Background: an optimization exercise with open tools, aiming at small area and a short achievable clock period. Do not read the settings as production practice.
Only simulation tests tie the RTL to the original design; equivalence was not proved.
The clock port is modelled as an ideal driver; clocking choices that lean on that would not hold on a real chip.

Setup of build 75:
## fixed_point_field_packer
module fixed_point_field_packer #(
    parameter W_REGION = 4
) (
    input  wire                clk,
    input  wire                rst,           
    input  wire                req_valid,
    input  wire [31:0]         cmd,
    input  wire [63:0]         a,
    input  wire [63:0]         b,
    input  wire [63:0]         f_pt,
    input  wire [63:0]         f_eta,
    input  wire [63:0]         f_phi,
    input  wire [63:0]         f_hoe,
    input  wire [63:0]         f_hoeflag,
    input  wire [63:0]         f_iso,
    input  wire [63:0]         f_isoflag,
    input  wire [63:0]         f_fb,
    input  wire [63:0]         f_timing,
    input  wire [63:0]         f_shapeflag,
    input  wire [63:0]         f_brems,
    input  wire [W_REGION-1:0] f_region,
    output reg                 rsp_valid,
    output reg                 o_illegal,
    output wire [63:0]         o_word,
    output wire [W_REGION-1:0] o_region,
    output wire [64:0]         o_ival,
    output reg                 o_sign,
    output wire [63:0]         o_mag,
    output wire                o_ok,
    output wire [31:0]         o_fval,
    output wire [11:0]         d_pt,
    output wire [31:0]         d_ptfloat,
    output wire [15:0]         d_eta,
    output wire [15:0]         d_phi,
    output wire [15:0]         d_etatc,
    output wire [15:0]         d_phitc,
    output wire                d_etasign,
    output wire                d_phisign,
    output wire [6:0]          d_etamag,
    output wire [5:0]          d_phimag,
    output wire [3:0]          d_hoe,
  ...
export LEC_CHECK = 0
export ABC_AREA = 1
export CAP_MARGIN = 20
export CORE_AREA = 2.3 2.72 431.02 429.76
export DIE_AREA = 0 0 433.33 433.33
export PLACE_DENSITY = 0.35
export SLEW_MARGIN = 20
export TNS_END_PERCENT = 20
create_clock -name core_clock -period 180.0 [get_ports {clk}]
standard.sh (not shown) runs the stock make flow with config.mk's settings and CLKGATE_MAP_FILE= SYNTH_SCRIPT=/design/flow/synth_recipe.tcl, a recipe that flattens the netlist after the stock synthesis.
==> flow/flow/run.sh <==
#!/bin/bash
# Own layout flow: the standard flow, except
#  - technology mapping by ABC without its blanket up-sizing (flow/abc_area.script),
#  - the smallest buffer cell on the input and output ports,
#  - timing repair aiming at a shorter period than the clock's, so that only
#    the critical paths get larger cells.
# Each tool's output goes to a log of its own in this folder.
set -euo pipefail
here=$(pwd)
margin=129
rm -rf "$here/scripts_own"
cp -r "$FLOW_HOME/scripts" "$here/scripts_own"
cp "$here/flow/abc_area.script" "$here/scripts_own/abc_area.script"
bash standard.sh SCRIPTS_DIR="$here/scripts_own" synth > "$here/synth.log" 2>&1
bash standard.sh "BUFFER_PORTS_ARGS=-buffer_cell sky130_fd_sc_hd__buf_1" \
    "SETUP_SLACK_MARGIN=$margin" "PRE_CTS_TCL=$here/flow/pre_cts.tcl" "POST_CTS_TCL=$here/flow/post_cts.tcl" finish > "$here/layout.log" 2>&1
==> flow/flow/abc_area.script <==
strash
ifraig
scorr
dc2
strash
dch -f
map -B 0.9
topo
stime -c
==> flow/flow/post_cts.tcl <==
set_max_fanout 10000 [current_design]
==> flow/flow/pre_cts.tcl <==
set_max_fanout 8 [current_design]
Build 75 finished every step from synthesis to the final layout, and the layout passed the timing, design-rule and antenna checks.
Modified inputs, build 67 compared to build 75
--- a/flow/flow/run.sh
+++ b/flow/flow/run.sh
@@ -10 +10 @@
-margin=129
+margin=130
==> flow/flow/abc_area.script <==
strash
ifraig
scorr
dc2
strash
&get -n
&dch -f
&nf
&put
topo
stime -c
### Flow results
Summary of build 67 over build 75: worst setup timing slack at the placement stage went down by 2.00 ns; synthesized area went down about 4%.
Compared with build 75, mean number of vias per cell in build 67 increased by a few percent.
The global-route wire length before repair of build 67 falls short of that of build 75 by 12 mm.
For the number of buffer and inverter instances along the worst setup path, build 67 came in 2 lower than build 75 did.
On register share of the cell area: between build 75 and build 67, it ends up higher for build 75.
The lower final period demand of the worst path came out of build 75.
Fmax shrinks by a few percent when moving from build 75 to build 67.
### build 67 -> build 84
==> flow/flow/abc_area.script <==
strash
ifraig
scorr
dc2
strash
dch -f
map -B 0.9
topo
stime -c
Findings:
[compare] base=build 67 new=build 84: minimum clock period now smaller, worst setup slack went up by 2.14 ns. Run comparison: build 84 worst setup path startpoint r_h[1]; build 67 worst setup path startpoint a[27].
The inputs of build 83 differ from those of build 84 as listed below.
--- a/flow/flow/run.sh
+++ b/flow/flow/run.sh
@@ -10 +10 @@
-margin=130
+margin=132
Findings:
- Comparing overall routing resource usage for build 83 and build 84, the smaller number came from build 84.
- Of build 83 and build 84, the run reporting the lower worst hold slack was build 84.
#### Input delta (build 6 over build 83)
--- a/flow/flow/run.sh
+++ b/flow/flow/run.sh
@@ -10 +10 @@
-margin=132
+margin=130
--- a/flow/flow/abc_area.script
+++ b/flow/flow/abc_area.script
@@ -3,0 +4 @@
+dc2
Notes after the runs:
Going from build 83 to build 6, simple-gate share of the synthesized area went down by 0.16 points; synthesized netlist cell count went down by 93.
Build 6 ends up with a global-route met3 utilization that is 1.5 points higher than in build 83.
Number of cells after detailed placement, build 6 and build 83, lower one = build 6.

[port drivers added, routing unchanged]
Ports are ideal in the flow. The routed layouts listed here were re-timed in OpenROAD.
Step 1, drivers: a clkbuf_16 drives clk and a buf_2 each remaining input, both assumed.
Step 2 times the ports against the registers' clock, not the clock port: input delays grow and output delays shrink by t, the midpoint of the rising clock arrivals with the driver on.
a / b / c = no drivers / after step 1 / after step 2; a / b = the first two.
run	t, ns	setup WS [ns]	hold WS [ns]	latest minus earliest clock arrival (ns)	slew at the worst register clock pin (ns)
build 75	0.551	130.565 / 130.499 / 130.078	35.617 / 35.587 / 36.138	0.046 / 0.047	0.09 / 0.09
build 67	0.508	129.156 / 129.157 / 128.649	35.623 / 35.596 / 36.104	0.036 / 0.035	0.08 / 0.08
build 84	0.554	131.294 / 131.227 / 130.857	35.614 / 35.584 / 36.138	0.052 / 0.052	0.10 / 0.10
build 83	0.530	132.875 / 132.819 / 132.412	35.621 / 35.601 / 36.131	0.037 / 0.037	0.08 / 0.08
build 6	0.536	131.063 / 130.993 / 130.682	35.628 / 35.593 / 36.129	0.034 / 0.034	0.08 / 0.08
After both steps every run listed still meets setup and hold. The setup slack of build 67, which loses most, moves by +0.001 ns with the drivers and by -0.507 ns with both steps.
